From an optimization exercise on the open Yosys and OpenROAD flow, aimed at small area, a short achievable clock period and few clock cycles per item; shortcuts taken in it are not production practice. No functional check of the RTL was part of any run shown here. No activity file was given, so power comes from the tool's default toggle rates.

[flow/constraint.sdc]
create_clock -name core_clock -period 12.0 [get_ports {clk}]
set_input_delay 2.4000 -clock core_clock [delete_from_list [all_inputs] [get_ports {clk}]]
set_output_delay 2.4000 -clock core_clock [all_outputs]
set_load 0.01 [all_outputs]
[flow/standard.sh]
#!/bin/bash
# synth_recipe.tcl (not shown) runs the flow's synth.tcl, then flattens the netlist and writes it again
# the make line also repeats each setting of config.mk as NAME=value (left out here)
make -C /OpenROAD-flow-scripts/flow DESIGN_CONFIG=/design/flow/config.mk WORK_HOME=/design/flow/orfs CLKGATE_MAP_FILE= SYNTH_SCRIPT=/design/flow/synth_recipe.tcl "${@:-finish}"
[flow/flow/run.sh]
#!/bin/bash
# Standard layout, with plain buf_2 cells as the port buffers and timing
# repair aimed at a setup slack of 6.5 ns.
set -euo pipefail
export BUFFER_PORTS_ARGS="-buffer_cell sky130_fd_sc_hd__buf_2"
export SETUP_SLACK_MARGIN=6.5
bash standard.sh > standard.log 2>&1
[flow/config.mk]
export PLATFORM = sky130hd
export DESIGN_NAME = bms_encoder
export DESIGN_NICKNAME = bms_encoder
export VERILOG_FILES = /design/flow/design.v
export SDC_FILE = /design/flow/constraint.sdc
export NUM_CORES = 4
export LEC_CHECK = 0
export CAP_MARGIN = 20
export CORE_MARGIN = 2
export CORE_UTILIZATION = 40
export SLEW_MARGIN = 20
[flow/design.v]
module bms_scale #(
    parameter integer XLO = -2147549,
    parameter integer XHI = 2147483
) (
    input  wire [31:0] x,
    output wire        ok
);
    assign ok = ($signed(x) >= XLO) && ($signed(x) <= XHI);
endmodule
module bms_u8 (
    input  wire [31:0] x,
    output wire [7:0]  q
);
    wire [7:0] a = x[15:8];
    wire [7:0] b = x[7:0];
    wire borrow = (a >= b) && (x[15:0] != 16'd0);
    assign q = x[31] ? 8'd0 : x[16] ? 8'hff : a - {7'd0, borrow};
endmodule
module bms_seg #(
    parameter integer W = 42
) (
    input  wire [31:0]   x,
    input  wire          h,
    output wire [15:0]   lo,
    output wire          go,
    output wire          ca,
    output wire          cb,
    output wire [W-33:0] hi
);
    wire        neg = x[31];
    wire [41:0] xs  = {{10{neg}}, x};
    wire [41:0] t10 = xs << 10, t7 = xs << 7, t3 = xs << 3, t2 = xs << 2;
    wire [41:0] a  = {t10[41:32], h ? t7[31:0] : t10[31:0]};
    wire [41:0] c  = {t3[41:32],  h ? t2[31:0] : t3[31:0]};
    wire [41:0] nb = ~(xs << 5);               
    wire [41:0] s = a ^ nb ^ c;
    wire [41:0] k = {(a[40:0] & nb[40:0]) | (a[40:0] & c[40:0]) | (nb[40:0] & c[40:0]), 1'b0};
    wire [16:0] m = {1'b0, s[15:0]} + {1'b0, k[15:0]};
    assign ca = m[16] || (!neg && ((s[15:0] ^ k[15:0]) == 16'hffff));
    assign cb = neg;
    wire [16:0] mid = {1'b0, s[31:16]} + {1'b0, k[31:16]};
    assign lo = mid[15:0];
    assign go = mid[16];
    generate
        if (W > 32) begin : g_hi
            assign hi = s[W-1:32] + k[W-1:32];
        end
    endgenerate
endmodule
module bms_encoder (
    input  wire        clk,
    input  wire        rst,
    input  wire [7:0]  a_local,
    input  wire        req_valid,
    output wire        req_ready,
    input  wire [2:0]  req_kind,
    input  wire [31:0] req_x0,
    input  wire [31:0] req_x1,
    input  wire [31:0] req_x2,
    input  wire [31:0] req_x3,
    input  wire [31:0] req_x4,
    input  wire [7:0]  req_u0,
    input  wire [7:0]  req_u1,
    input  wire [55:0] req_bitmap,
    output reg         out_valid,
    input  wire        out_ready,
    output reg         out_err,
    output wire [7:0]  out_err_idx,
    output wire [31:0] out_id,
    output wire [63:0] out_data
);
    wire k_va  = !req_kind[2] && !req_kind[0];           
    wire k_st  = req_kind == 3'd1;                       
    wire k_vc  = req_kind == 3'd3;                       
    wire k_tp  = req_kind == 3'd4;                       
    wire k_ch  = k_vc || k_tp;                           
    wire k_bal = req_kind == 3'd5;                       
    wire        h = req_kind[2];
    wire [15:0] lo0, lo1, lo2;
    wire [9:0]  hi0, hi1;
    wire        go0, go1, go2;
    wire [1:0]  c0, c1, c2;
    bms_seg #(.W(42)) u_s0 (.x(req_x0), .h(h), .lo(lo0), .go(go0), .ca(c0[0]), .cb(c0[1]), .hi(hi0));
    bms_seg #(.W(42)) u_s1 (.x(req_x1), .h(h), .lo(lo1), .go(go1), .ca(c1[0]), .cb(c1[1]), .hi(hi1));
    wire [31:0] x2c = {{6{req_x2[25]}}, req_x2[25:0]};
    bms_seg #(.W(32)) u_s2 (.x(x2c), .h(!req_kind[0]), .lo(lo2), .go(go2), .ca(c2[0]), .cb(c2[1]), .hi());
    wire [7:0] q2s, q3;
    bms_u8 u_q2s (.x(req_x2), .q(q2s));
    bms_u8 u_q3  (.x(req_x3), .q(q3));
    wire [7:0] q4 = req_x4[23:16] + {7'd0, req_x4[31] && (req_x4[15:0] != 16'd0)};
    wire ok0k, ok1k, ok2k, ok0h, ok1h, ok2h, ok2s, ok3s, ok4;
    bms_scale #(.XLO(-2147549),  .XHI(2147483))  u_ok0k (.x(req_x0), .ok(ok0k));
    bms_scale #(.XLO(-2147549),  .XHI(2147483))  u_ok1k (.x(req_x1), .ok(ok1k));
    bms_scale #(.XLO(-2147549),  .XHI(2147483))  u_ok2k (.x(req_x2), .ok(ok2k));
    bms_scale #(.XLO(-21475491), .XHI(21474836)) u_ok0h (.x(req_x0), .ok(ok0h));
    bms_scale #(.XLO(-21475491), .XHI(21474836)) u_ok1h (.x(req_x1), .ok(ok1h));
    bms_scale #(.XLO(-21475491), .XHI(21474836)) u_ok2h (.x(req_x2), .ok(ok2h));
    bms_scale #(.XLO(-257),      .XHI(65793))    u_ok2s (.x(req_x2), .ok(ok2s));
    bms_scale #(.XLO(-257),      .XHI(65793))    u_ok3s (.x(req_x3), .ok(ok3s));
    bms_scale #(.XLO(-8454143),  .XHI(8388607))  u_ok4  (.x(req_x4), .ok(ok4));
    wire [8:0] first = {1'b0, req_u0};
    wire [8:0] count = {1'b0, req_u1};
    wire [8:0] first1 = first + 9'd1;
    wire [8:0] first2 = first + 9'd2;
    wire use0 = first < count;
    wire use1 = first1 < count;
    wire use2 = first2 < count;
    wire f0 = use0 && !(h ? ok0h : ok0k);
    wire f1 = use1 && !(h ? ok1h : ok1k);
    wire f2 = use2 && !(h ? ok2h : ok2k);
    wire s_err = !ok0k || !ok1k || !ok2s || !ok3s || !ok4;
    wire [2:0] s_idx = !ok0k ? 3'd0 : !ok1k ? 3'd1 : !ok2s ? 3'd2 : !ok3s ? 3'd3 : 3'd4;
    wire [7:0] c_idx = f0 ? req_u0 : f1 ? first1[7:0] : first2[7:0];
    wire       r_err = k_st ? s_err : k_ch ? (f0 || f1 || f2) : 1'b0;
    wire [7:0] r_idx = k_ch ? c_idx : {5'd0, s_idx};
    reg [63:0] r_data;
    reg [7:0]  r_ci;
    always @(*) begin
        if (k_va) begin
            r_data = {lo0[15:10], hi0, lo0, lo1[15:10], hi1, lo1};
            r_ci   = {2'b00, c0, 2'b00, c1};
        end else if (k_st) begin
            r_data = {lo0, lo1, q2s, q3, q4, req_u0};
            r_ci   = {c0, c1, 4'd0};
        end else if (k_ch) begin
            r_data = {req_u0, req_u1,
                      use0 ? lo0 : 16'd0,
                      use1 ? lo1 : 16'd0,
                      use2 ? lo2 : 16'd0};
            r_ci   = {2'b00, use0 ? c0 : 2'b00, use1 ? c1 : 2'b00, use2 ? c2 : 2'b00};
        end else if (k_bal) begin
            r_data = {req_u0, req_bitmap};
            r_ci   = 8'd0;
        end else begin
            r_data = {req_u0, req_u1, 48'd0};
            r_ci   = 8'd0;
        end
    end
    reg [2:0]  out_kind;
    reg [63:0] out_reg;
    reg [7:0]  out_ci;
    reg [1:0]  out_go;
    assign req_ready = !out_valid || out_ready;
    always @(posedge clk) begin
        if (rst) begin
            out_valid <= 1'b0;
        end else if (req_ready) begin
            out_valid <= req_valid;
        end
        if (req_ready) begin
            out_err  <= r_err;
            out_kind <= req_kind;
            out_reg  <= {r_data[63:8], r_err ? r_idx : r_data[7:0]};
            out_ci   <= r_ci;
            out_go   <= {go0, go1};
        end
    end
    assign out_err_idx = out_reg[7:0];
    wire        o_va = !out_kind[2] && !out_kind[0];
    wire [16:0] l2 = {1'b0, out_reg[47:32]} + {15'd0, out_ci[5]} + {15'd0, out_ci[4]};
    wire [16:0] l0 = {1'b0, out_reg[15:0]}  + {15'd0, out_ci[1]} + {15'd0, out_ci[0]};
    wire [1:0]  c32_0 = {1'b0, out_go[1]} + {1'b0, l2[16]};
    wire [1:0]  c32_1 = {1'b0, out_go[0]} + {1'b0, l0[16]};
    wire [15:0] m3 = out_reg[63:48] + (o_va ? {14'd0, c32_0} : {15'd0, out_ci[7]} + {15'd0, out_ci[6]});
    wire [15:0] m1 = out_reg[31:16] + (o_va ? {14'd0, c32_1} : {15'd0, out_ci[3]} + {15'd0, out_ci[2]});
    wire [15:0] l3 = o_va ? {{6{m3[9]}}, m3[9:0]} : m3;
    wire [15:0] l1 = o_va ? {{6{m1[9]}}, m1[9:0]} : m1;
    assign out_data = {l3, l2[15:0], l1, l0[15:0]};
    reg [7:0] pt;
    always @(*) begin
        case (out_kind)
            3'd0: pt = 8'd38;
            3'd1: pt = 8'd45;
            3'd2: pt = 8'd40;
            3'd3: pt = 8'd41;
            3'd4: pt = 8'd43;
            3'd5: pt = 8'd42;
            default: pt = 8'd255;
        endcase
    end
    assign out_id = {16'h8000, pt, a_local};
endmodule
==> metrics.log, run 1 <==
[metrics] run status: no timing/DRC/antenna violations
[metrics] delay of the slowest cell on the worst path: 0.38 ns
[metrics] worst slew pin tran: 1.17 ns
[metrics] largest voltage drop on the vdd net: 64.2 µV
[metrics] Final Net Count: 2941
[metrics] Detailed Routing Iterations Pass 1: 6
[metrics] antenna violation net count after detailed routing: 0
[metrics] post-route clock period utilization: 0.494
[metrics] series of cell instances along the critical path: inv_1 -> fa_2 -> inv_2 -> ha_4 -> nand3_4 -> nor2_4 -> and4_4 -> ha_4 -> mux2_4 -> ha_4 -> inv_2 -> fa_2 -> nor3_4 -> nand3_2 -> xor2_1 -> a21oi_2 -> buf_2
[metrics] final weighted congestion of routability-driven global placement: 0.941
[metrics] switching power share of the total: 0.476
[metrics] fraction of power consumed by combinational cells: 0.659
[metrics] GRT Overall Usage: 0.286
[metrics] Die X-Extent: 207 µm
[metrics] routed metal-1 wire length: 26700 µm
[metrics] average wire length per cell after detail routing: 21.6 µm
[metrics] area leader, netlist: sky130_fd_sc_hd__edfxtp_1
[metrics] largest driver fanout on the critical path: 3
[metrics] data arrival time of the critical path: 3.52 ns
[metrics] worst setup path startpoint: out_ci[1]
[metrics] highest attainable clock frequency: 169 MHz
[metrics] part of the total power dissipated in the clock network: 0.124
[metrics] count of max-cap constraint violations: 0
[metrics] kind of start point of the critical path: flip-flop
[metrics] first-pass GRT wire length: 97000 µm
[metrics] cell types with the largest area share after synthesis: sky130_fd_sc_hd__edfxtp_1 14%, sky130_fd_sc_hd__ha_1 14%, sky130_fd_sc_hd__fa_1 11%, sky130_fd_sc_hd__a21oi_1 5.7%, sky130_fd_sc_hd__inv_1 5.6%
[metrics] placement row count: 74
[metrics] primary flip-flop cell chosen by synthesis mapping: sky130_fd_sc_hd__edfxtp_1
[metrics] placeable core region: 0.0408 mm²
[metrics] via count: 17.3k
[metrics] met3 routed WL: 4960 µm
[metrics] number of failing setup endpoints in the final timing report: 0
[metrics] post-synthesis instance area: 0.0165 mm²
[metrics] number of global-route vias before repair: 16.8k
[metrics] number of flip-flops under the largest register name: 64
[metrics] total of hold buffers inserted after clock tree synthesis: 0
[metrics] launch point of the worst reg-to-reg path: out_valid
[metrics] Crit-path slowest cell: sky130_fd_sc_hd__edfxtp_1
[metrics] Synth Instances: 2100
[metrics] worst reg2reg path depth: 2
[metrics] most common library cell in the layout ignoring fill and taps: sky130_fd_sc_hd__buf_2
[metrics] sink count of the clock tree: 79
[metrics] Critical Setup Path Class: reg2out
[metrics] Cell Int Power: 1.16 mW
[metrics] final setup TNS: 0 ns
[metrics] Worst Min Path Start: out_valid
[metrics] relative area change from synthesis to final layout: 26.7%
[metrics] starting utilization of the core area: 0.405
[metrics] buffer levels on the longest clock path: 2
[metrics] ratio of cells with drive above 1 in the final layout: 0.282
[metrics] full die area: 0.0430 mm²
[metrics] met2 layer wire length in the routed design: 29300 µm
[metrics] class of the most critical hold timing path: reg2reg
[metrics] flop-to-flop setup slack: 10.35 ns
[metrics] # port buffers: 320
[metrics] antenna violations before repair: 1
[metrics] post-synthesis sequential element count: 79
[metrics] die height: 207 µm
[metrics] most frequent cells in the layout: 295 x sky130_fd_sc_hd__buf_2, 223 x sky130_fd_sc_hd__inv_1, 168 x sky130_fd_sc_hd__ha_1
[metrics] required time of the critical path: 9.60 ns
[metrics] Crit. End Element: output port
[metrics] RSZ-0062 raised after global routing: true
[metrics] DRC violation count after routing: 0
[metrics] Avg Cell Area, Syn: 7.87 µm²
[metrics] Detail Placement HPWL: 49200 µm
[metrics] Final Hold Fails: 0
[metrics] # H-tree levels: 3
[metrics] top cell type's share of synthesized area: 0.142
[metrics] max-slew headroom at the worst pin: 0.217
[metrics] Leak Pwr: 9.70 nW
[metrics] max-slew violation total from the final report: 0
[metrics] Distinct cells, synth: 85
[metrics] clock latency of the later-clocked register in the worst-skew pair: 0.36 ns
[metrics] Iter 0 DRT Violations: 1376
[metrics] clock buffers created by TritonCTS: 9
[metrics] Clk pin slew, worst setup/hold paths: 0.07 ns
[metrics] net switching power of the design: 1.05 mW
[metrics] Top cell by count, worst path: sky130_fd_sc_hd__ha_4
[metrics] final-layout worst hold slack: 1.15 ns
[metrics] largest net degree at the start of global routing: 80
[metrics] power per cell area: 106 mW/mm²
[metrics] Via-to-Cell Ratio: 5.84
[metrics] Final Power: 2.21 mW
[metrics] filler cell count in the final layout: 3946
[metrics] clk_skew: 0.00688 ns
[metrics] portion of the post-synthesis area used by sequential elements: 0.143
[metrics] Clock Tree Root: sky130_fd_sc_hd__clkbuf_16
[metrics] count of cells along the worst hold path: 3
[metrics] uppermost layer routed: met4
[metrics] I/O pin total: 354
[metrics] post-synthesis async set-or-reset flop share: 0
[metrics] Total Wirelength: 64000 µm
[metrics] number of enable-type register cells in the synthesized netlist: 78
[metrics] Yosys warning count: 1
[metrics] grt ovf: 0
[metrics] Seq pwr share: 0.217
[metrics] minimum period implied by the final worst setup slack: 5.92 ns
[metrics] CTS tree: built
[critical path: cells and delay by family (launching register included)]
| kind | cells | cell delay (ns) |
|---|---|---|
| XOR/XNOR | 1 | 0.17 |
| buffers and inverters | 4 | 0.35 |
| adder cells (fa/ha/maj) | 5 | 1.16 |
| multiplexers | 1 | 0.15 |
| AO/OA/AOI/OAI | 1 | 0.13 |
| flip-flops | 1 | 0.38 |
| AND/OR/NAND/NOR | 5 | 0.82 |
[Yosys cell counts (13+ instances only)]
cell / count
sky130_fd_sc_hd__nand2b_1: 32
sky130_fd_sc_hd__or3_1: 14
sky130_fd_sc_hd__a21oi_1: 189
sky130_fd_sc_hd__nand4_1: 41
sky130_fd_sc_hd__mux2_2: 21
sky130_fd_sc_hd__edfxtp_1: 78
sky130_fd_sc_hd__nor4_1: 35
sky130_fd_sc_hd__nor2b_1: 54
sky130_fd_sc_hd__inv_1: 245
sky130_fd_sc_hd__o21ai_0: 114
sky130_fd_sc_hd__o22ai_1: 13
sky130_fd_sc_hd__fa_1: 90
sky130_fd_sc_hd__a22oi_1: 23
sky130_fd_sc_hd__nor2_1: 114
sky130_fd_sc_hd__o21bai_1: 13
sky130_fd_sc_hd__xor2_1: 61
sky130_fd_sc_hd__a21o_1: 38
sky130_fd_sc_hd__or2_2: 16
sky130_fd_sc_hd__o211ai_1: 16
sky130_fd_sc_hd__xnor2_1: 91
sky130_fd_sc_hd__and2_1: 17
sky130_fd_sc_hd__nand2_1: 149
sky130_fd_sc_hd__clkbuf_1: 84
sky130_fd_sc_hd__ha_1: 182
sky130_fd_sc_hd__buf_4: 35
sky130_fd_sc_hd__nor3_1: 33
sky130_fd_sc_hd__mux2i_1: 38
sky130_fd_sc_hd__and3_1: 18
sky130_fd_sc_hd__nand3_1: 61
[cell families (layout without fill, tap and decap cells)]
group                      after synthesis  in the layout  synth area share
DFF                                     79             79             0.143
AOI/OAI and AO/OA                      534            534             0.204
buffers and inverters                  380            691            0.0948
and+or+nand+nor                        622            623             0.193
xor gates and xnor gates               152            152            0.0805
muxes                                   59             59            0.0373
adders and majority gates              272            272             0.247
other                                    2             18          0.000454
[timing repair]
item	in CTS	in global routing
pin swaps	54	78
cloned	10	0
resized for setup	132	161
setup buffers	61	34
setup endpoints to repair	101	77
[cell type report]
class                           count  area, µm²  area share
Antenna cell                        1       2.50    0.000119
Inverter                          246        947      0.0452
Multi-Input combinational cell   1657      13800       0.658
Clock inverter                      7       61.3     0.00293
Sequential cell                    79       2360       0.113
Tap cell                          532        666      0.0318
Timing Repair Buffer              429       2910       0.139
Clock buffer                        9        225      0.0108
[metal layers]
layer  GRT usage  up-vias
li1            -     8040
met1       0.390     8273
met2       0.454      840
met3      0.0362      130
met4       0.124        0
met5           0        -
[power by group through the flow]
stage / sequential, mW / clock, mW / combinational, mW
2_1_floorplan: 0.434 / 0 / 0.829
3_3_place_gp: 0.471 / 0 / 1.22
3_5_place_dp: 0.472 / 0 / 1.23
4_1_cts: 0.472 / 0.277 / 1.34
5_1_grt: 0.484 / 0.286 / 1.58
6_report: 0.480 / 0.275 / 1.46
[worst paths after layout]
| path | endpoint |
|---|---|
| hold reg to reg | out_valid |
| setup / recovery | out_data[28] |
| hold / removal | out_valid |
| setup reg to reg | out_reg[28] |
[stage by stage]
stage,instances,util,cell area [µm²],setup slack (ns)
4_1_cts,2925,0.489,20000,6.06
3_5_place_dp,2838,0.451,18400,4.75
5_1_grt,2960,0.513,20900,5.94
2_1_floorplan,2115,-,16800,5.88
6_report,2960,0.513,20900,6.08
3_3_place_gp,2838,0.450,18400,4.81
==> inputs of run 2 (changes only) <==
==> flow/flow/run.sh (replaced) <==
#!/bin/bash
# Standard layout, with plain buf_2 cells as the port buffers and timing
# repair aimed at a setup slack of 6 ns.
set -euo pipefail
export BUFFER_PORTS_ARGS="-buffer_cell sky130_fd_sc_hd__buf_2"
export SETUP_SLACK_MARGIN=6
bash standard.sh > standard.log 2>&1
==> run 2 against run 1 <==
Still clean. Core utilization shrank 4.1 points. Synthesized cell count did not move. Non-clock buffer count fell by 80. Sequential cell count is the same. Critical path type unchanged. Highest routed layer unchanged.
==> metrics.log, run 2 <==
[metrics] data arrival time of the critical path: 3.60 ns
[metrics] worst slew pin tran: 1.10 ns
[metrics] grt ovf: 0
[metrics] highest attainable clock frequency: 167 MHz
[metrics] post-synthesis async set-or-reset flop share: 0
[metrics] total of hold buffers inserted after clock tree synthesis: 0
[metrics] I/O pin total: 354
[metrics] Avg Cell Area, Syn: 7.87 µm²
[metrics] starting utilization of the core area: 0.405
[metrics] Detailed Routing Iterations Pass 1: 6
[metrics] ratio of cells with drive above 1 in the final layout: 0.204
[metrics] list of most frequent post-synthesis cells: 245 x sky130_fd_sc_hd__inv_1, 189 x sky130_fd_sc_hd__a21oi_1, 182 x sky130_fd_sc_hd__ha_1
[metrics] placement row count: 74
[metrics] Iter 0 DRT Violations: 1371
[metrics] clk_skew: 0.0112 ns
[metrics] Total Wirelength: 60700 µm
[metrics] sink count of the clock tree: 79
[metrics] primary flip-flop cell chosen by synthesis mapping: sky130_fd_sc_hd__edfxtp_1
[metrics] post-route clock period utilization: 0.500
[metrics] buffer levels on the longest clock path: 2
[metrics] top cell type's share of synthesized area: 0.142
[metrics] # port buffers: 320
[metrics] Yosys warning count: 1
[metrics] launch point of the worst reg-to-reg path: out_valid
[metrics] largest net degree at the start of global routing: 77
[metrics] Final Power: 2.08 mW
[metrics] Final Net Count: 2860
[metrics] post-synthesis instance area: 0.0165 mm²
[metrics] count of max-cap constraint violations: 0
[metrics] via count: 16.8k
[metrics] number of enable-type register cells in the synthesized netlist: 78
[metrics] number of global-route vias before repair: 16.3k
[metrics] final weighted congestion of routability-driven global placement: 0.938
[metrics] minimum period implied by the final worst setup slack: 6.00 ns
[metrics] final setup TNS: 0 ns
[metrics] portion of the post-synthesis area used by sequential elements: 0.143
[metrics] switching power share of the total: 0.473
[metrics] required time of the critical path: 9.60 ns
[metrics] Cell Int Power: 1.10 mW
[metrics] Crit. End Element: output port
[metrics] Distinct cells, synth: 85
[metrics] Critical Setup Path Class: reg2out
[metrics] most common library cell in the layout ignoring fill and taps: sky130_fd_sc_hd__buf_2
[metrics] post-route cell area: 0.0193 mm²
[metrics] DRC violation count after routing: 0
[metrics] first-pass GRT wire length: 93000 µm
[metrics] part of the total power dissipated in the clock network: 0.148
[metrics] # H-tree levels: 3
[metrics] filler cell count in the final layout: 4058
[metrics] max-slew headroom at the worst pin: 0.261
[metrics] most repeated cell in the gate-level netlist after synthesis: sky130_fd_sc_hd__inv_1
[metrics] Via-to-Cell Ratio: 5.81
[metrics] class of the most critical hold timing path: reg2reg
[metrics] CTS tree: built
[metrics] footprint of the multi-input gates: 0.0130 mm²
[metrics] power per cell area: 108 mW/mm²
[metrics] worst setup path startpoint: out_ci[0]
[metrics] relative area change from synthesis to final layout: 16.6%
[metrics] GRT Overall Usage: 0.272
[metrics] Final Hold Fails: 0
[metrics] net switching power of the design: 0.982 mW
[metrics] Leak Pwr: 9.01 nW
[metrics] antenna violation net count after detailed routing: 0
[metrics] max-slew violation total from the final report: 0
[metrics] largest driver fanout on the critical path: 3
[metrics] Clock Tree Root: sky130_fd_sc_hd__clkbuf_16
[metrics] clock latency of the later-clocked register in the worst-skew pair: 0.35 ns
[metrics] Worst Min Path Start: out_valid
[metrics] Clk pin slew, worst setup/hold paths: 0.07 ns
[metrics] Synth Instances: 2100
[metrics] largest voltage drop on the vdd net: 74.7 µV
[metrics] most frequent cells in the layout: 316 x sky130_fd_sc_hd__buf_2, 238 x sky130_fd_sc_hd__inv_1, 179 x sky130_fd_sc_hd__a21oi_1
[metrics] Seq pwr share: 0.223
[metrics] Detail Placement HPWL: 48300 µm
[metrics] kind of start point of the critical path: flip-flop
[metrics] placeable core region: 0.0408 mm²
[metrics] antenna violations before repair: 3
[metrics] die height: 207 µm
[metrics] full die area: 0.0430 mm²
[metrics] post-synthesis sequential element count: 79
[metrics] clock buffers created by TritonCTS: 9
[metrics] run status: no timing/DRC/antenna violations
[metrics] number of flip-flops under the largest register name: 64
[metrics] number of failing setup endpoints in the final timing report: 0
[metrics] average wire length per cell after detail routing: 21.1 µm
[metrics] RSZ-0062 raised after global routing: true
[metrics] area leader, netlist: sky130_fd_sc_hd__edfxtp_1
[metrics] area taken by flip-flops and latches: 0.00236 mm²
[metrics] fraction of power consumed by combinational cells: 0.629
[metrics] cell types with the largest area share after synthesis: sky130_fd_sc_hd__edfxtp_1 14%, sky130_fd_sc_hd__ha_1 14%, sky130_fd_sc_hd__fa_1 11%, sky130_fd_sc_hd__a21oi_1 5.7%, sky130_fd_sc_hd__inv_1 5.6%
[metrics] Placed Instance Area: 0.0183 mm²
[metrics] Die X-Extent: 207 µm
==> run 2: area by class of cell <==
class                      instances  share of cell area
multi-input combinational       1656               0.674
sequential                        79               0.123
timing repair buffer             349               0.104
inverter                         246              0.0480
tap                              532              0.0345
clock buffer                      10              0.0119
clock inverter                     6             0.00467
antenna                            4            0.000519
==> run 2: repair_timing <==
item | in CTS | in global routing
setup endpoints to repair | 83 | 29
pin swaps | 19 | 22
cloned | 3 | 2
buffers inserted | 10 | 8
resized for setup | 50 | 29
==> run 2: path summary, 6_finish.rpt <==
kind                                     end  slack (ns)  cells after the start
worst min-delay path               out_valid        0.63                      2
worst max-delay path            out_data[30]        6.00                     17
worst min register to register     out_valid        0.63                      2
worst max register to register   out_reg[25]       10.25                      2
==> run 2: cell families (layout without fill, tap and decap cells) <==
kind of cell | count (synthesis) | in the layout | synth area share
flip-flops | 79 | 79 | 0.143
other | 2 | 21 | 0.000454
XOR/XNOR | 152 | 152 | 0.0805
multiplexers | 59 | 59 | 0.0373
AO/OA/AOI/OAI | 534 | 534 | 0.204
adder cells (fa/ha/maj) | 272 | 272 | 0.247
buffers and inverters | 380 | 611 | 0.0948
AND/OR/NAND/NOR | 622 | 622 | 0.193
==> run 2: metal layers <==
layer | share of wire | global-route usage | vias to the layer above
li1 | - | - | 7876
met1 | 0.43 | 0.374 | 7964
met2 | 0.46 | 0.440 | 811
met3 | 0.083 | 0.0424 | 100
met4 | 0.029 | 0.0773 | 0
met5 | 0 | 0 | -
==> run 2: power groups by stage <==
stage / logic [mW] / clock network (mW) / registers [mW]
floorplan: 0.818 / 0 / 0.434
global placement: 1.21 / 0 / 0.463
detailed placement: 1.23 / 0 / 0.463
CTS: 1.26 / 0.307 / 0.460
global route: 1.42 / 0.318 / 0.471
finish: 1.31 / 0.307 / 0.464
==> run 2: worst max-delay path, cell delays in order, from the launching register on <==
cell and delay (ns):
sky130_fd_sc_hd__edfxtp_1 0.42, sky130_fd_sc_hd__inv_2 0.06, sky130_fd_sc_hd__fa_2 0.34, sky130_fd_sc_hd__inv_2 0.10, sky130_fd_sc_hd__ha_4 0.16, sky130_fd_sc_hd__nand3_4 0.09
sky130_fd_sc_hd__nor2_4 0.13, sky130_fd_sc_hd__and4_4 0.29, sky130_fd_sc_hd__ha_4 0.13, sky130_fd_sc_hd__mux2_4 0.15, sky130_fd_sc_hd__ha_4 0.14, sky130_fd_sc_hd__inv_2 0.04
sky130_fd_sc_hd__fa_2 0.38, sky130_fd_sc_hd__nor3_4 0.25, sky130_fd_sc_hd__nand3_2 0.11, sky130_fd_sc_hd__xor2_1 0.15, sky130_fd_sc_hd__a21oi_1 0.14, sky130_fd_sc_hd__buf_2 0.16
==> run 2: per-stage QoR <==
step	setup slack, ns	utilization	hold slack (ns)	std cells
2_1_floorplan	5.86	-	1.54	2115
3_3_place_gp	4.71	0.449	0.637	2839
3_5_place_dp	4.60	0.449	0.639	2839
4_1_cts	5.94	0.466	0.645	2868
5_1_grt	5.85	0.472	0.652	2880
6_report	6.00	0.472	0.628	2882
==> inputs of run 3 (changes only) <==
==> flow/flow/run.sh (replaced) <==
#!/bin/bash
# Standard layout, with plain buf_2 cells as the port buffers and timing
# repair aimed at a setup slack of 6.5 ns on the worst path only.
set -euo pipefail
export BUFFER_PORTS_ARGS="-buffer_cell sky130_fd_sc_hd__buf_2"
export SETUP_SLACK_MARGIN=6.5
export TNS_END_PERCENT=0
bash standard.sh > standard.log 2>&1
==> run 3 against run 2 <==
Synthesized cell count stayed put. Sequential share of layout area grew 0.096 points. Clock-buffer cell count down 1. Area after synthesis stayed put. Core utilization is 0.37 points lower. First-iteration DRC count up 25%. Setup slack got worse by 0.046 ns. Fmax shrank 0.76%. Die area stayed put. Non-clock buffer count down 4. Sequential power increased by 2%. Power decreased by 0.13%. Largest cell class unchanged. Largest power group unchanged.
==> metrics.log, run 3 <==
[metrics] buffer levels on the longest clock path: 2
[metrics] Total Wirelength: 61500 µm
[metrics] area leader, netlist: sky130_fd_sc_hd__edfxtp_1
[metrics] Iter 0 DRT Violations: 1714
[metrics] required time of the critical path: 9.60 ns
[metrics] area taken by flip-flops and latches: 0.00236 mm²
[metrics] fraction of power consumed by combinational cells: 0.619
[metrics] switching power share of the total: 0.474
[metrics] Clock Tree Root: sky130_fd_sc_hd__clkbuf_16
[metrics] starting utilization of the core area: 0.405
[metrics] final setup TNS: 0 ns
[metrics] final weighted congestion of routability-driven global placement: 0.957
[metrics] count of max-cap constraint violations: 0
[metrics] Detailed Routing Iterations Pass 1: 5
[metrics] post-synthesis instance area: 0.0165 mm²
[metrics] Yosys warning count: 1
[metrics] power per cell area: 108 mW/mm²
[metrics] die height: 207 µm
[metrics] net switching power of the design: 0.983 mW
[metrics] I/O pin total: 354
[metrics] clock buffers created by TritonCTS: 9
[metrics] Final Net Count: 2856
[metrics] class of the most critical hold timing path: reg2reg
[metrics] flop-to-flop setup slack: 10.27 ns
[metrics] Detail Placement HPWL: 49900 µm
[metrics] # H-tree levels: 3
[metrics] GRT Overall Usage: 0.274
[metrics] cell types with the largest area share after synthesis: sky130_fd_sc_hd__edfxtp_1 14%, sky130_fd_sc_hd__ha_1 14%, sky130_fd_sc_hd__fa_1 11%, sky130_fd_sc_hd__a21oi_1 5.7%, sky130_fd_sc_hd__inv_1 5.6%
[metrics] most frequent cells in the layout: 319 x sky130_fd_sc_hd__buf_2, 238 x sky130_fd_sc_hd__inv_1, 178 x sky130_fd_sc_hd__a21oi_1
[metrics] clock latency of the later-clocked register in the worst-skew pair: 0.36 ns
[metrics] Via-to-Cell Ratio: 5.82
[metrics] relative area change from synthesis to final layout: 15.7%
[metrics] reg-to-reg endpoint: out_reg[9]
[metrics] number of failing setup endpoints in the final timing report: 0
[metrics] worst reg2reg path depth: 2
[metrics] highest attainable clock frequency: 165 MHz
[metrics] # port buffers: 320
[metrics] average wire length per cell after detail routing: 21.4 µm
[metrics] portion of the post-synthesis area used by sequential elements: 0.143
[metrics] list of most frequent post-synthesis cells: 245 x sky130_fd_sc_hd__inv_1, 189 x sky130_fd_sc_hd__a21oi_1, 182 x sky130_fd_sc_hd__ha_1
[metrics] antenna violations before repair: 5
[metrics] placeable core region: 0.0408 mm²
[metrics] number of global-route vias before repair: 15.8k
[metrics] most common library cell in the layout ignoring fill and taps: sky130_fd_sc_hd__buf_2
[metrics] Avg Cell Area, Syn: 7.87 µm²
[metrics] Die X-Extent: 207 µm
[metrics] minimum period implied by the final worst setup slack: 6.04 ns
[metrics] worst setup path startpoint: out_reg[0]
[metrics] ratio of cells with drive above 1 in the final layout: 0.200
[metrics] full die area: 0.0430 mm²
[metrics] Clk pin slew, worst setup/hold paths: 0.07 ns
[metrics] CTS tree: built
[metrics] filler cell count in the final layout: 4082
[metrics] Worst Min Path Start: out_valid
[metrics] Crit. End Element: output port
[metrics] largest driver fanout on the critical path: 6
[metrics] Synth Instances: 2100
[metrics] Cell Int Power: 1.09 mW
[metrics] Critical Setup Path Class: reg2out
[metrics] DRC violation count after routing: 0
[metrics] clk_skew: 0.00944 ns
[metrics] footprint of the multi-input gates: 0.0130 mm²
[metrics] grt ovf: 0
[metrics] primary flip-flop cell chosen by synthesis mapping: sky130_fd_sc_hd__edfxtp_1
[metrics] Leak Pwr: 8.93 nW
[metrics] Worst Hold End: out_reg[56]
[metrics] run status: no timing/DRC/antenna violations
[metrics] number of flip-flops under the largest register name: 64
[metrics] number of enable-type register cells in the synthesized netlist: 78
[metrics] largest voltage drop on the vdd net: 68.5 µV
[metrics] Seq pwr share: 0.228
[metrics] RSZ-0062 raised after global routing: true
[metrics] worst slew pin tran: 1.10 ns
[metrics] max-slew violation total from the final report: 0
[metrics] first-pass GRT wire length: 93000 µm
[metrics] placement row count: 74
[metrics] antenna violation net count after detailed routing: 0
[metrics] data arrival time of the critical path: 3.64 ns
[metrics] max-slew headroom at the worst pin: 0.263
[metrics] kind of start point of the critical path: flip-flop
[metrics] via count: 16.8k
[metrics] most repeated cell in the gate-level netlist after synthesis: sky130_fd_sc_hd__inv_1
[metrics] post-synthesis async set-or-reset flop share: 0
[metrics] part of the total power dissipated in the clock network: 0.154
[metrics] Final Power: 2.08 mW
[metrics] Final Hold Fails: 0
[metrics] largest net degree at the start of global routing: 142
[metrics] sink count of the clock tree: 79
[metrics] post-route clock period utilization: 0.504
[metrics] Distinct cells, synth: 85
[metrics] post-synthesis sequential element count: 79
[metrics] launch point of the worst reg-to-reg path: out_valid
[metrics] top cell type's share of synthesized area: 0.142
[metrics] count of cells along the worst hold path: 1
[metrics] total of hold buffers inserted after clock tree synthesis: 0
run 3: cell counts after synthesis:
No cell type changed its count.
run 3: stage by stage:
stage          utilization  std cells  hold slack [ns]  setup WS [ns]  instance area, µm²
2_1_floorplan            -       2115             1.54           5.87               16700
6_report             0.468       2878            0.642           5.96               19100
3_5_place_dp         0.449       2841            0.619           5.20               18300
4_1_cts              0.463       2867            0.643           5.87               18900
3_3_place_gp         0.449       2841            0.619           5.28               18300
5_1_grt              0.468       2877            0.647           5.83               19100
run 3: logic make-up after synthesis:
group,share of synthesized area
buf+inv,0.0948
other cells,0.000454
fa+ha+maj,0.247
mux,0.0373
compound gates,0.204
flops,0.143
xor+xnor,0.0805
simple gates,0.193
run 3: final cells by class:
cell class / instances / area share
clock inverter: 7 / 0.00576
antenna: 4 / 0.000523
inverter: 246 / 0.0483
timing repair buffer: 345 / 0.0973
sequential: 79 / 0.124
multi-input combinational: 1656 / 0.678
tap: 532 / 0.0348
clock buffer: 9 / 0.0118
run 3: worst max-delay path by stage:
stage / endpoint / slack, ns / cells past startpoint
floorplan: out_reg[46] / 5.87 / 20
global placement: out_reg[46] / 5.28 / 14
detailed placement: out_reg[46] / 5.20 / 14
CTS: out_data[62] / 5.87 / 18
global route: out_data[30] / 5.83 / 17
finish: out_data[31] / 5.96 / 17
run 3: layer usage:
metal	part of all wire	GRT usage	wire, µm	vias up
li1	-	-	-	7857
met1	0.46	0.394	28000	8061
met2	0.45	0.434	27600	760
met3	0.073	0.0339	4490	74
met4	0.022	0.0695	1360	4
met5	0.00036	0	22	-
run 3: power by group through the flow:
stage	clock network (mW)	registers [mW]	logic, mW
after global placement	0	0.467	1.21
after global routing	0.331	0.477	1.41
after floorplan	0	0.434	0.815
final	0.319	0.473	1.28
after CTS	0.318	0.466	1.25
after detailed placement	0	0.469	1.23
run 3: timing repair:
action / 4_1_cts / 5_1_grt
gates resized for setup: 37 / 32
cloned: 0 / 1
endpoints found under the setup margin: 98 / 96
buffers inserted: 10 / 6
pin swaps: 14 / 16
run 3: critical path, cell delays in order (launching register included):
cell and delay, ns:
sky130_fd_sc_hd__edfxtp_1 0.48, sky130_fd_sc_hd__inv_2 0.06, sky130_fd_sc_hd__fa_2 0.35, sky130_fd_sc_hd__inv_2 0.09, sky130_fd_sc_hd__ha_4 0.15, sky130_fd_sc_hd__nand3_4 0.09
sky130_fd_sc_hd__nor2_4 0.13, sky130_fd_sc_hd__and4_1 0.21, sky130_fd_sc_hd__ha_1 0.25, sky130_fd_sc_hd__mux2_4 0.29, sky130_fd_sc_hd__ha_4 0.17, sky130_fd_sc_hd__a21oi_4 0.21
sky130_fd_sc_hd__nor2_2 0.08, sky130_fd_sc_hd__nand3_1 0.15, sky130_fd_sc_hd__xnor2_2 0.16, sky130_fd_sc_hd__nor2_4 0.09, sky130_fd_sc_hd__a21oi_1 0.14, sky130_fd_sc_hd__buf_2 0.16
==> inputs of run 4 (changes only) <==
--- a/flow/design.v
+++ b/flow/design.v
@@ -157,15 +157,19 @@
     end
     assign out_err_idx = out_reg[7:0];
     wire        o_va = !out_kind[2] && !out_kind[0];
-    wire [16:0] l2 = {1'b0, out_reg[47:32]} + {15'd0, out_ci[5]} + {15'd0, out_ci[4]};
-    wire [16:0] l0 = {1'b0, out_reg[15:0]}  + {15'd0, out_ci[1]} + {15'd0, out_ci[0]};
-    wire [1:0]  c32_0 = {1'b0, out_go[1]} + {1'b0, l2[16]};
-    wire [1:0]  c32_1 = {1'b0, out_go[0]} + {1'b0, l0[16]};
-    wire [15:0] m3 = out_reg[63:48] + (o_va ? {14'd0, c32_0} : {15'd0, out_ci[7]} + {15'd0, out_ci[6]});
-    wire [15:0] m1 = out_reg[31:16] + (o_va ? {14'd0, c32_1} : {15'd0, out_ci[3]} + {15'd0, out_ci[2]});
-    wire [15:0] l3 = o_va ? {{6{m3[9]}}, m3[9:0]} : m3;
-    wire [15:0] l1 = o_va ? {{6{m1[9]}}, m1[9:0]} : m1;
-    assign out_data = {l3, l2[15:0], l1, l0[15:0]};
+    wire [15:0] l2 = out_reg[47:32] + {15'd0, out_ci[5]} + {15'd0, out_ci[4]};
+    wire [15:0] l0 = out_reg[15:0]  + {15'd0, out_ci[1]} + {15'd0, out_ci[0]};
+    wire        x2 = (&out_reg[47:33]) && ((out_reg[32] && (out_ci[5] || out_ci[4])) || (out_ci[5] && out_ci[4]));
+    wire        x0 = (&out_reg[15:1])  && ((out_reg[0]  && (out_ci[1] || out_ci[0])) || (out_ci[1] && out_ci[0]));
+    wire [1:0]  c32_0 = {1'b0, out_go[1]} + {1'b0, x2};
+    wire [1:0]  c32_1 = {1'b0, out_go[0]} + {1'b0, x0};
+    wire [9:0]  r3a = out_reg[57:48] + 10'd1, r3b = out_reg[57:48] + 10'd2;
+    wire [9:0]  r1a = out_reg[25:16] + 10'd1, r1b = out_reg[25:16] + 10'd2;
+    wire [9:0]  h3 = c32_0[1] ? r3b : c32_0[0] ? r3a : out_reg[57:48];
+    wire [9:0]  h1 = c32_1[1] ? r1b : c32_1[0] ? r1a : out_reg[25:16];
+    wire [15:0] l3 = o_va ? {{6{h3[9]}}, h3} : out_reg[63:48] + {15'd0, out_ci[7]} + {15'd0, out_ci[6]};
+    wire [15:0] l1 = o_va ? {{6{h1[9]}}, h1} : out_reg[31:16] + {15'd0, out_ci[3]} + {15'd0, out_ci[2]};
+    assign out_data = {l3, l2, l1, l0};
     reg [7:0] pt;
     always @(*) begin
         case (out_kind)
==> flow/flow/run.sh (replaced) <==
#!/bin/bash
# Standard layout, with plain buf_2 cells as the port buffers and timing
# repair aimed at a setup slack of 6 ns.
set -euo pipefail
export BUFFER_PORTS_ARGS="-buffer_cell sky130_fd_sc_hd__buf_2"
export SETUP_SLACK_MARGIN=6
bash standard.sh > standard.log 2>&1
==> run 4 against run 3 <==
Hold slack gained 0.34 ns. Area after synthesis rose by 2.4%. Via count rose by 1.9%. Clock-buffer cell count unchanged. Critical path type is now in2reg. Highest routed layer unchanged.
==> metrics.log, run 4 <==
[metrics] run status: no timing/DRC/antenna violations
[metrics] post-synthesis instance area: 0.0169 mm²
[metrics] via count: 17.1k
[metrics] # port buffers: 320
[metrics] Yosys warning count: 1
[metrics] Iter 0 DRT Violations: 1720
[metrics] largest driver fanout on the critical path: 12
[metrics] post-synthesis sequential element count: 79
[metrics] antenna violation net count after detailed routing: 0
[metrics] full die area: 0.0440 mm²
[metrics] DRC violation count after routing: 0
[metrics] clk_skew: 0.00661 ns
[metrics] Leak Pwr: 9.10 nW
[metrics] ratio of cells with drive above 1 in the final layout: 0.179
[metrics] Synth Instances: 2173
[metrics] cell types with the largest area share after synthesis: sky130_fd_sc_hd__edfxtp_1 14%, sky130_fd_sc_hd__ha_1 14%, sky130_fd_sc_hd__fa_1 11%, sky130_fd_sc_hd__inv_1 5.6%, sky130_fd_sc_hd__a21oi_1 5.3%
[metrics] die height: 210 µm
[metrics] most repeated cell in the gate-level netlist after synthesis: sky130_fd_sc_hd__inv_1
[metrics] Clk pin slew, worst setup/hold paths: 0.07 ns
[metrics] top cell type's share of synthesized area: 0.138
[metrics] largest voltage drop on the vdd net: 54.2 µV
[metrics] relative area change from synthesis to final layout: 14.0%
[metrics] clock buffers created by TritonCTS: 9
[metrics] Total Wirelength: 61600 µm
[metrics] placeable core region: 0.0419 mm²
[metrics] post-route clock period utilization: 0.488
[metrics] number of enable-type register cells in the synthesized netlist: 78
[metrics] kind of start point of the critical path: primary input
[metrics] GRT Overall Usage: 0.273
[metrics] Detail Placement HPWL: 49900 µm
[metrics] worst reg2reg path depth: 2
[metrics] highest attainable clock frequency: 171 MHz
[metrics] Worst Min Path Start: out_valid
[metrics] number of flip-flops under the largest register name: 64
[metrics] buffer levels on the longest clock path: 2
[metrics] Distinct cells, synth: 89
[metrics] class of the most critical hold timing path: reg2reg
[metrics] most frequent cells in the layout: 315 x sky130_fd_sc_hd__buf_2, 252 x sky130_fd_sc_hd__inv_1, 181 x sky130_fd_sc_hd__ha_1
[metrics] # H-tree levels: 3
[metrics] largest net degree at the start of global routing: 81
[metrics] count of cells along the worst hold path: 3
[metrics] minimum period implied by the final worst setup slack: 5.86 ns
[metrics] area leader, netlist: sky130_fd_sc_hd__edfxtp_1
[metrics] placement row count: 75
[metrics] CTS tree: built
[metrics] final worst-path setup slack: 6.14 ns
[metrics] list of most frequent post-synthesis cells: 253 x sky130_fd_sc_hd__inv_1, 183 x sky130_fd_sc_hd__ha_1, 178 x sky130_fd_sc_hd__a21oi_1
[metrics] Final Hold Fails: 0
[metrics] first-pass GRT wire length: 93700 µm
[metrics] Clock Tree Root: sky130_fd_sc_hd__clkbuf_16
[metrics] number of failing setup endpoints in the final timing report: 0
[metrics] sink count of the clock tree: 79
[metrics] required time of the critical path: 12.11 ns
[metrics] total of hold buffers inserted after clock tree synthesis: 0
[metrics] antenna violations before repair: 7
[metrics] RSZ-0062 raised after global routing: false
[metrics] power per cell area: 106 mW/mm²
[metrics] number of global-route vias before repair: 16.1k
[metrics] Avg Cell Area, Syn: 7.80 µm²
[metrics] launch point of the worst reg-to-reg path: out_valid
[metrics] starting utilization of the core area: 0.405
[metrics] most common library cell in the layout ignoring fill and taps: sky130_fd_sc_hd__buf_2
[metrics] max-slew violation total from the final report: 0
[metrics] Final Net Count: 2913
[metrics] Via-to-Cell Ratio: 5.81
[metrics] portion of the post-synthesis area used by sequential elements: 0.139
[metrics] Worst Hold End: out_valid
[metrics] flop-to-flop setup slack: 10.60 ns
[metrics] primary flip-flop cell chosen by synthesis mapping: sky130_fd_sc_hd__edfxtp_1
[metrics] Die X-Extent: 210 µm
[metrics] clock latency of the later-clocked register in the worst-skew pair: 0.35 ns
[metrics] max-slew headroom at the worst pin: 0.347
[metrics] Crit. End Element: flip-flop
[metrics] I/O pin total: 354
[metrics] average wire length per cell after detail routing: 21.0 µm
[metrics] data arrival time of the critical path: 5.97 ns
[metrics] count of max-cap constraint violations: 0
[metrics] Critical Setup Path Class: in2reg
[metrics] reg-to-reg endpoint: out_ci[6]
[metrics] final weighted congestion of routability-driven global placement: 0.946
[metrics] Worst Setup Slack post-DPL: 4.98 ns
[metrics] final setup TNS: 0 ns
[metrics] grt ovf: 0
[metrics] Detailed Routing Iterations Pass 1: 5
[metrics] post-synthesis async set-or-reset flop share: 0
[metrics] worst slew pin tran: 0.967 ns
[run 4: power by group]
group / switching (mW) / internal (mW)
combinational: 0.780 / 0.525
sequential: 0.0763 / 0.389
clock: 0.129 / 0.145
total: 0.986 / 1.06
[run 4: stage by stage]
step	util	std cells	cell area [µm²]	hold slack, ns	power, mW
2_1_floorplan	-	2188	17200	1.54	1.28
3_3_place_gp	0.448	2916	18700	1.13	1.70
3_5_place_dp	0.448	2916	18700	1.16	1.72
4_1_cts	0.458	2936	19200	1.02	2.02
5_1_grt	0.461	2937	19300	1.05	2.19
6_report	0.461	2939	19300	0.980	2.05
[run 4: worst max path at each step]
| stage | slack, ns | endpoint | startpoint |
|---|---|---|---|
| 2_1_floorplan | 6.01 | out_reg[30] | req_kind[2] |
| 3_3_place_gp | 5.07 | out_reg[63] | req_kind[2] |
| 3_5_place_dp | 4.98 | out_reg[63] | req_kind[2] |
| 4_1_cts | 6.04 | out_reg[5] | req_x1[31] |
| 5_1_grt | 6.01 | out_reg[15] | req_x2[10] |
| 6_report | 6.14 | out_reg[15] | req_x2[10] |
[run 4: area by class of cell]
class	count	area, µm²
fill	4306	22500
multi-input combinational	1712	13200
sequential	79	2360
timing repair buffer	337	1840
inverter	254	957
tap	539	674
clock buffer	9	225
clock inverter	7	60.1
antenna	2	5.00
[run 4: routing by layer]
layer / wire (µm) / GRT usage / vias to the layer above
met5: 61 / 0 / -
met4: 1470 / 0.0751 / 8
met3: 5190 / 0.0416 / 80
met2: 27000 / 0.418 / 741
met1: 27800 / 0.398 / 8147
li1: - / - / 8090
[run 4: repair_timing]
action                                  in CTS  in global routing
buffers inserted                             3                  0
cloned                                       1                  1
resized for setup                           20                 26
pin swaps                                    2                  4
endpoints found under the setup margin      61                 46
[run 4: cells by family after synthesis]
family                     share of synthesized area
and+or+nand+nor                                0.195
AOI/OAI and AO/OA                              0.213
buffers and inverters                         0.0968
adders and majority gates                      0.242
xor gates and xnor gates                      0.0781
DFF                                            0.139
muxes                                         0.0356
other                                       0.000443
[run 4: worst max-delay path, cell delays in order]
cell and delay (ns):
sky130_fd_sc_hd__buf_4 0.17, sky130_fd_sc_hd__inv_1 0.11, sky130_fd_sc_hd__nor2_1 0.15, sky130_fd_sc_hd__a21oi_1 0.09
sky130_fd_sc_hd__fa_1 0.56, sky130_fd_sc_hd__inv_1 0.06, sky130_fd_sc_hd__ha_1 0.26, sky130_fd_sc_hd__a21o_1 0.17
sky130_fd_sc_hd__a21o_1 0.21, sky130_fd_sc_hd__a211oi_2 0.32, sky130_fd_sc_hd__o311ai_1 0.18, sky130_fd_sc_hd__a31oi_1 0.22
sky130_fd_sc_hd__nor2b_1 0.08, sky130_fd_sc_hd__o21a_1 0.18, sky130_fd_sc_hd__o41a_1 0.32, sky130_fd_sc_hd__xnor2_1 0.16
sky130_fd_sc_hd__a221o_1 0.33
==> inputs of run 5 (changes only) <==
==> flow/flow/run.sh (replaced) <==
#!/bin/bash
# Standard layout, with plain buf_2 cells as the port buffers and timing
# repair aimed at a setup slack of 6.3 ns.
set -euo pipefail
export BUFFER_PORTS_ARGS="-buffer_cell sky130_fd_sc_hd__buf_2"
export SETUP_SLACK_MARGIN=6.3
bash standard.sh > standard.log 2>&1
==> run 5 against run 4 <==
Critical path depth is 5 lower. Final cell count rose by 1.8%. Highest routed layer unchanged. Setup slack improved by 0.25 ns. Non-clock buffer count rose by 51. Via count is 1.6% higher.
==> metrics.log, run 5 <==
[metrics] max-slew headroom at the worst pin: 0.362
[metrics] most frequent cells in the layout: 311 x sky130_fd_sc_hd__buf_2, 245 x sky130_fd_sc_hd__inv_1, 177 x sky130_fd_sc_hd__ha_1
[metrics] most repeated cell in the gate-level netlist after synthesis: sky130_fd_sc_hd__inv_1
[metrics] post-route cell area: 0.0202 mm²
[metrics] Placed Instance Area: 0.0188 mm²
[metrics] area leader, netlist: sky130_fd_sc_hd__edfxtp_1
[metrics] most common library cell in the layout ignoring fill and taps: sky130_fd_sc_hd__buf_2
[metrics] placeable core region: 0.0419 mm²
[metrics] class of the most critical hold timing path: reg2reg
[metrics] required time of the critical path: 9.60 ns
[metrics] post-synthesis instance area: 0.0169 mm²
[metrics] largest net degree at the start of global routing: 81
[metrics] Worst Setup Slack post-DPL: 5.02 ns
[metrics] full die area: 0.0440 mm²
[metrics] ratio of cells with drive above 1 in the final layout: 0.218
[metrics] max-slew violation total from the final report: 0
[metrics] GRT Overall Usage: 0.278
[metrics] top cell type's share of synthesized area: 0.138
[metrics] first-pass GRT wire length: 95400 µm
[metrics] clk_skew: 0.0130 ns
[metrics] Synth Instances: 2173
[metrics] DRC violation count after routing: 0
[metrics] power per cell area: 106 mW/mm²
[metrics] Final Net Count: 2964
[metrics] # port buffers: 320
[metrics] kind of start point of the critical path: flip-flop
[metrics] antenna violations before repair: 5
[metrics] # H-tree levels: 3
[metrics] post-synthesis sequential element count: 79
[metrics] die height: 210 µm
[metrics] via count: 17.3k
[metrics] data arrival time of the critical path: 3.21 ns
[metrics] placement row count: 75
[metrics] Final Power: 2.15 mW
[metrics] I/O pin total: 354
[metrics] Yosys warning count: 1
[metrics] final weighted congestion of routability-driven global placement: 0.922
[metrics] buffer levels on the longest clock path: 2
[metrics] cell types with the largest area share after synthesis: sky130_fd_sc_hd__edfxtp_1 14%, sky130_fd_sc_hd__ha_1 14%, sky130_fd_sc_hd__fa_1 11%, sky130_fd_sc_hd__inv_1 5.6%, sky130_fd_sc_hd__a21oi_1 5.3%
[metrics] Critical Setup Path Class: reg2out
[metrics] Detailed Routing Iterations Pass 1: 6
[metrics] clock latency of the later-clocked register in the worst-skew pair: 0.36 ns
[metrics] Clk pin slew, worst setup/hold paths: 0.07 ns
[metrics] count of max-cap constraint violations: 0
[metrics] Distinct cells, synth: 89
[metrics] CTS tree: built
[metrics] Detail Placement HPWL: 49700 µm
[metrics] Avg Cell Area, Syn: 7.80 µm²
[metrics] clock buffers created by TritonCTS: 9
[metrics] final worst-path setup slack: 6.39 ns
[metrics] Iter 0 DRT Violations: 1450
[metrics] post-route clock period utilization: 0.468
[metrics] minimum period implied by the final worst setup slack: 5.61 ns
[metrics] final setup TNS: 0 ns
[metrics] highest attainable clock frequency: 178 MHz
[metrics] number of flip-flops under the largest register name: 64
[metrics] number of failing setup endpoints in the final timing report: 0
[metrics] list of most frequent post-synthesis cells: 253 x sky130_fd_sc_hd__inv_1, 183 x sky130_fd_sc_hd__ha_1, 178 x sky130_fd_sc_hd__a21oi_1
[metrics] Via-to-Cell Ratio: 5.80
[metrics] worst slew pin tran: 0.957 ns
[metrics] primary flip-flop cell chosen by synthesis mapping: sky130_fd_sc_hd__edfxtp_1
[metrics] number of global-route vias before repair: 16.7k
[metrics] Leak Pwr: 9.49 nW
[metrics] sink count of the clock tree: 79
[metrics] grt ovf: 0
[metrics] number of enable-type register cells in the synthesized netlist: 78
[metrics] RSZ-0062 raised after global routing: true
[metrics] starting utilization of the core area: 0.405
[metrics] antenna violation net count after detailed routing: 0
[metrics] final-layout worst hold slack: 0.871 ns
[metrics] Final Hold Fails: 0
[metrics] post-synthesis async set-or-reset flop share: 0
[metrics] average wire length per cell after detail routing: 21.2 µm
[metrics] Total Wirelength: 63400 µm
[metrics] Crit. End Element: output port
[metrics] run status: no timing/DRC/antenna violations
[metrics] Clock Tree Root: sky130_fd_sc_hd__clkbuf_16
[metrics] Die X-Extent: 210 µm
[metrics] total of hold buffers inserted after clock tree synthesis: 0
[metrics] relative area change from synthesis to final layout: 19.5%
[metrics] largest voltage drop on the vdd net: 75.3 µV
[metrics] largest driver fanout on the critical path: 5
[metrics] portion of the post-synthesis area used by sequential elements: 0.139
run 5: worst max-delay path, stage by stage (launching register included):
cell and delay (ns):
sky130_fd_sc_hd__edfxtp_1 0.35, sky130_fd_sc_hd__inv_1 0.07, sky130_fd_sc_hd__fa_2 0.44, sky130_fd_sc_hd__nor2b_4 0.16, sky130_fd_sc_hd__nand3_4 0.14, sky130_fd_sc_hd__nor3_4 0.17, sky130_fd_sc_hd__and2_4 0.23, sky130_fd_sc_hd__ha_4 0.17
sky130_fd_sc_hd__nand2_1 0.07, sky130_fd_sc_hd__o211ai_1 0.16, sky130_fd_sc_hd__o2111a_2 0.32, sky130_fd_sc_hd__xor2_1 0.37, sky130_fd_sc_hd__buf_2 0.21
run 5: per-stage QoR:
| stage | instances | util |
|---|---|---|
| 4_1_cts | 2952 | 0.470 |
| 3_3_place_gp | 2916 | 0.449 |
| 3_5_place_dp | 2916 | 0.449 |
| 5_1_grt | 2990 | 0.484 |
| 2_1_floorplan | 2188 | - |
| 6_report | 2991 | 0.484 |
run 5: metal layers:
layer  part of all wire  GRT usage  vias up
met5            0.00063          0        -
met4              0.030     0.0763        6
met3              0.082     0.0489      114
met2               0.44      0.441      730
met1               0.44      0.388     8311
li1                   -          -     8180
run 5: what timing repair did:
item,in CTS,in global routing
setup endpoints to repair,93,43
buffers inserted,15,32
gates cloned,5,4
resized for setup,66,58
pin swaps,13,40
run 5: cells by family after synthesis:
logic type | synth area share
AOI/OAI and AO/OA | 0.213
xor gates and xnor gates | 0.0781
buffers and inverters | 0.0968
DFF | 0.139
adders and majority gates | 0.242
other | 0.000443
muxes | 0.0356
and+or+nand+nor | 0.195
run 5: path summary, 6_finish.rpt:
path	from	end	slack, ns	depth (start not counted)
min	out_valid	out_valid	0.87	3
max	out_reg[0]	out_data[20]	6.39	12
max reg2reg	out_valid	out_ci[0]	10.81	2
min reg2reg	out_valid	out_valid	0.87	3
run 5: layout make-up:
cell class,instances,area (µm²)
Antenna cell,3,7.51
Tap cell,539,674
Timing Repair Buffer,388,2450
Clock inverter,7,78.8
Inverter,254,968
Fill cell,4196,21600
Sequential cell,79,2360
Multi-Input combinational cell,1712,13500
Clock buffer,9,225
run 5: power by group:
part	total (mW)	internal [mW]	switching, mW
sequential	0.468	0.389	0.0791
combinational	1.39	0.579	0.813
clock	0.294	0.164	0.130
==> inputs of run 6 (changes only) <==
--- a/flow/design.v
+++ b/flow/design.v
@@ -100,19 +100,16 @@
     bms_scale #(.XLO(-8454143),  .XHI(8388607))  u_ok4  (.x(req_x4), .ok(ok4));
     wire [8:0] first = {1'b0, req_u0};
     wire [8:0] count = {1'b0, req_u1};
-    wire [8:0] first1 = first + 9'd1;
-    wire [8:0] first2 = first + 9'd2;
     wire use0 = first < count;
-    wire use1 = first1 < count;
-    wire use2 = first2 < count;
+    wire use1 = (first + 9'd1) < count;
+    wire use2 = (first + 9'd2) < count;
     wire f0 = use0 && !(h ? ok0h : ok0k);
     wire f1 = use1 && !(h ? ok1h : ok1k);
     wire f2 = use2 && !(h ? ok2h : ok2k);
     wire s_err = !ok0k || !ok1k || !ok2s || !ok3s || !ok4;
     wire [2:0] s_idx = !ok0k ? 3'd0 : !ok1k ? 3'd1 : !ok2s ? 3'd2 : !ok3s ? 3'd3 : 3'd4;
-    wire [7:0] c_idx = f0 ? req_u0 : f1 ? first1[7:0] : first2[7:0];
     wire       r_err = k_st ? s_err : k_ch ? (f0 || f1 || f2) : 1'b0;
-    wire [7:0] r_idx = k_ch ? c_idx : {5'd0, s_idx};
+    wire [2:0] r_idx = k_ch ? (f0 ? 3'd0 : f1 ? 3'd1 : 3'd2) : s_idx;
     reg [63:0] r_data;
     reg [7:0]  r_ci;
     always @(*) begin
@@ -137,6 +134,7 @@
         end
     end
     reg [2:0]  out_kind;
+    reg [2:0]  out_idx;
     reg [63:0] out_reg;
     reg [7:0]  out_ci;
     reg [1:0]  out_go;
@@ -150,12 +148,14 @@
         if (req_ready) begin
             out_err  <= r_err;
             out_kind <= req_kind;
-            out_reg  <= {r_data[63:8], r_err ? r_idx : r_data[7:0]};
+            out_idx  <= r_idx;
+            out_reg  <= r_data;
             out_ci   <= r_ci;
             out_go   <= {go0, go1};
         end
     end
-    assign out_err_idx = out_reg[7:0];
+    wire o_ch = (out_kind == 3'd3) || (out_kind == 3'd4);
+    assign out_err_idx = o_ch ? out_reg[63:56] + {6'd0, out_idx[1:0]} : {5'd0, out_idx};
     wire        o_va = !out_kind[2] && !out_kind[0];
     wire [15:0] l2 = out_reg[47:32] + {15'd0, out_ci[5]} + {15'd0, out_ci[4]};
     wire [15:0] l0 = out_reg[15:0]  + {15'd0, out_ci[1]} + {15'd0, out_ci[0]};
==> flow/flow/run.sh (replaced) <==
#!/bin/bash
# Standard layout, with plain buf_2 cells as the port buffers and timing
# repair aimed at a setup slack of 6.2 ns.
set -euo pipefail
export BUFFER_PORTS_ARGS="-buffer_cell sky130_fd_sc_hd__buf_2"
export SETUP_SLACK_MARGIN=6.2
bash standard.sh > standard.log 2>&1
==> run 6 against run 5 <==
Setup slack got worse by 0.19 ns. Area after synthesis fell by 0.30%. Synthesized cell count fell by 0.55%. Critical path depth rose by 4. Largest cell class unchanged. Still clean. First-iteration DRC count fell by 3.7%. Critical endpoint is now out_data[22]. Die area fell by 0.30%. Fmax fell by 3.2%. Wire length fell by 1.5%. Via count fell by 0.69%.
==> metrics.log, run 6 <==
[metrics] utilization of the core after routing: 0.469
[metrics] run status: no timing/DRC/antenna violations
[metrics] die height: 209 µm
[metrics] cell types with the largest area share after synthesis: sky130_fd_sc_hd__edfxtp_1 14%, sky130_fd_sc_hd__ha_1 14%, sky130_fd_sc_hd__fa_1 11%, sky130_fd_sc_hd__inv_1 5.7%, sky130_fd_sc_hd__a21oi_1 5.3%
[metrics] clock latency of the later-clocked register in the worst-skew pair: 0.35 ns
[metrics] placeable core region: 0.0419 mm²
[metrics] antenna violation net count after detailed routing: 0
[metrics] Via-to-Cell Ratio: 5.83
[metrics] Final Power: 2.14 mW
[metrics] post-route clock period utilization: 0.483
[metrics] most repeated cell in the gate-level netlist after synthesis: sky130_fd_sc_hd__inv_1
[metrics] total of hold buffers inserted after clock tree synthesis: 0
[metrics] number of enable-type register cells in the synthesized netlist: 81
[metrics] filler cell count in the final layout: 4191
[metrics] largest voltage drop on the vdd net: 79.5 µV
[metrics] switching power share of the total: 0.466
[metrics] Detail Placement HPWL: 50300 µm
[metrics] portion of the post-synthesis area used by sequential elements: 0.145
[metrics] I/O pin total: 354
[metrics] # H-tree levels: 3
[metrics] Final Hold Fails: 0
[metrics] post-synthesis async set-or-reset flop share: 0
[metrics] # port buffers: 320
[metrics] primary flip-flop cell chosen by synthesis mapping: sky130_fd_sc_hd__edfxtp_1
[metrics] RSZ-0062 raised after global routing: true
[metrics] Leak Pwr: 9.15 nW
[metrics] Crit. End Element: output port
[metrics] antenna violations before repair: 6
[metrics] Seq pwr share: 0.231
[metrics] Final Net Count: 2934
[metrics] final weighted congestion of routability-driven global placement: 0.936
[metrics] placement row count: 75
[metrics] relative area change from synthesis to final layout: 16.4%
[metrics] full die area: 0.0439 mm²
[metrics] largest net degree at the start of global routing: 79
[metrics] data arrival time of the critical path: 3.40 ns
[metrics] Detailed Routing Iterations Pass 1: 6
[metrics] Clk pin slew, worst setup/hold paths: 0.07 ns
[metrics] Yosys warning count: 1
[metrics] number of global-route vias before repair: 16.1k
[metrics] Synth Instances: 2161
[metrics] max-slew violation total from the final report: 0
[metrics] clock buffers created by TritonCTS: 9
[metrics] most frequent cells in the layout: 318 x sky130_fd_sc_hd__buf_2, 254 x sky130_fd_sc_hd__inv_1, 183 x sky130_fd_sc_hd__ha_1
[metrics] max-slew headroom at the worst pin: 0.263
[metrics] post-synthesis sequential element count: 82
[metrics] post-synthesis instance area: 0.0169 mm²
[metrics] sink count of the clock tree: 82
[metrics] part of the total power dissipated in the clock network: 0.154
[metrics] required time of the critical path: 9.60 ns
[metrics] number of flip-flops under the largest register name: 64
[metrics] average wire length per cell after detail routing: 21.1 µm
[metrics] minimum period implied by the final worst setup slack: 5.80 ns
[metrics] CTS tree: built
[metrics] GRT Overall Usage: 0.273
[metrics] ratio of cells with drive above 1 in the final layout: 0.187
[metrics] highest attainable clock frequency: 172 MHz
[metrics] Distinct cells, synth: 82
[metrics] Clock Tree Root: sky130_fd_sc_hd__clkbuf_16
[metrics] count of max-cap constraint violations: 0
[metrics] flop-to-flop setup slack: 10.16 ns
[metrics] starting utilization of the core area: 0.403
[metrics] Die X-Extent: 209 µm
[metrics] buffer levels on the longest clock path: 2
[metrics] grt ovf: 0
[metrics] DRC violation count after routing: 0
[metrics] via count: 17.2k
[metrics] Critical Setup Path Class: reg2out
[metrics] final setup TNS: 0 ns
[metrics] area leader, netlist: sky130_fd_sc_hd__edfxtp_1
[metrics] number of failing setup endpoints in the final timing report: 0
[metrics] first-pass GRT wire length: 93100 µm
[metrics] Avg Cell Area, Syn: 7.81 µm²
[metrics] net switching power of the design: 0.998 mW
[metrics] Iter 0 DRT Violations: 1396
[metrics] largest driver fanout on the critical path: 4
[metrics] Total Wirelength: 62400 µm
[metrics] list of most frequent post-synthesis cells: 255 x sky130_fd_sc_hd__inv_1, 185 x sky130_fd_sc_hd__ha_1, 179 x sky130_fd_sc_hd__a21oi_1
[metrics] clk_skew: 0.00837 ns
[metrics] Cell Int Power: 1.14 mW
[metrics] kind of start point of the critical path: flip-flop
[metrics] worst slew pin tran: 1.09 ns
[metrics] power per cell area: 109 mW/mm²
[metrics] class of the most critical hold timing path: reg2reg
[metrics] fraction of power consumed by combinational cells: 0.615
[metrics] most common library cell in the layout ignoring fill and taps: sky130_fd_sc_hd__buf_2
[metrics] top cell type's share of synthesized area: 0.144
run 6: through the flow:
stage	cell area (µm²)	hold WS (ns)	setup WS [ns]	cells
floorplan	17000	1.16	6.20	2176
global placement	18700	0.887	5.39	2918
detailed placement	18700	0.911	5.27	2918
CTS	19300	0.918	6.22	2939
global route	19600	0.985	6.14	2956
finish	19600	0.890	6.20	2956
run 6: worst paths after layout:
| kind | start | to | cells after the start |
|---|---|---|---|
| worst max register to register | out_valid | out_reg[17] | 2 |
| worst max-delay path | out_ci[1] | out_data[22] | 16 |
| worst min-delay path | out_valid | out_valid | 2 |
| worst min register to register | out_valid | out_valid | 2 |
run 6: kinds of logic (layout without fill, tap and decap cells):
| family | after synthesis | count (layout) | share of synthesized area |
|---|---|---|---|
| muxes | 57 | 57 | 0.0352 |
| other | 2 | 18 | 0.000445 |
| buffers and inverters | 382 | 622 | 0.0919 |
| AOI/OAI and AO/OA | 545 | 545 | 0.204 |
| xor gates and xnor gates | 153 | 153 | 0.0794 |
| DFF | 82 | 82 | 0.145 |
| adders and majority gates | 276 | 276 | 0.245 |
| and+or+nand+nor | 664 | 664 | 0.199 |
run 6: layer usage:
metal,vias up,global-route usage,routed length (µm)
li1,8116,-,-
met1,8202,0.384,27300
met2,802,0.422,27500
met3,95,0.0637,5970
met4,6,0.0712,1600
met5,-,0,39
run 6: cell type report:
class / instances / area [µm²] / share of cell area
inverter: 256 / 962 / 0.0490
clock buffer: 10 / 229 / 0.0117
timing repair buffer: 350 / 2010 / 0.102
antenna: 1 / 2.50 / 0.000127
sequential: 82 / 2450 / 0.125
multi-input combinational: 1712 / 13200 / 0.672
tap: 539 / 674 / 0.0343
clock inverter: 6 / 114 / 0.00579
run 6: timing repair:
action	in CTS	in global routing
gates resized for setup	27	43
endpoints found under the setup margin	75	60
setup buffers	4	12
cloned	1	4
pin swaps	3	14
run 6: worst max-delay path: stages, from the launching register on:
cell                       delay (ns)
sky130_fd_sc_hd__edfxtp_1        0.35
sky130_fd_sc_hd__inv_2           0.05
sky130_fd_sc_hd__fa_2            0.41
sky130_fd_sc_hd__nor2b_4         0.15
sky130_fd_sc_hd__nand2_2         0.06
sky130_fd_sc_hd__nor2_2          0.10
sky130_fd_sc_hd__and4_4          0.26
sky130_fd_sc_hd__nand3_4         0.09
sky130_fd_sc_hd__nor2_4          0.17
sky130_fd_sc_hd__ha_4            0.19
sky130_fd_sc_hd__buf_6           0.11
sky130_fd_sc_hd__nand2_4         0.04
sky130_fd_sc_hd__o211ai_1        0.19
sky130_fd_sc_hd__o2111a_2        0.33
sky130_fd_sc_hd__nand3_2         0.12
sky130_fd_sc_hd__xnor2_2         0.25
sky130_fd_sc_hd__buf_2           0.18
run 6: power by group through the flow:
stage | Clock (mW) | Sequential, mW | Combinational, mW
after global routing | 0.340 | 0.499 | 1.45
after global placement | 0 | 0.489 | 1.22
after detailed placement | 0 | 0.490 | 1.24
after CTS | 0.332 | 0.486 | 1.26
final | 0.330 | 0.494 | 1.32
after floorplan | 0 | 0.454 | 0.826

[afterwards: timing with drivers on the ports]
The results above use ideal ports. As a check the final layouts listed here were re-extracted and re-timed, cells and wires unchanged.
Step 1: set_driving_cell puts a clkbuf_16 on clk and a buf_2 on each other input, an assumption about the parent block.
Step 2 also shifts input and output timing later by t, the mid clock arrival at the registers, as if the neighbouring blocks saw the same clock.
Three values: ideal, step 1, step 2; two values: the first two.
run | t, ns | slack for setup (ns) | worst setup path after step 2
run 1 | 0.402 | 6.076 / 6.027 / 5.752 | input to register
run 2 | 0.399 | 6.002 / 5.948 / 5.582 | input to register
run 3 | 0.403 | 5.956 / 5.908 / 5.613 | input to register
run 4 | 0.390 | 6.139 / 6.149 / 5.759 | input to register
run 5 | 0.401 | 6.386 / 6.222 / 5.821 | input to register
run 6 | 0.395 | 6.198 / 6.151 / 5.892 | input to register
After both steps every run listed still meets setup and hold. For run 5, which loses most, drivers alone change the setup slack by -0.164 ns; drivers and shift together by -0.565 ns.
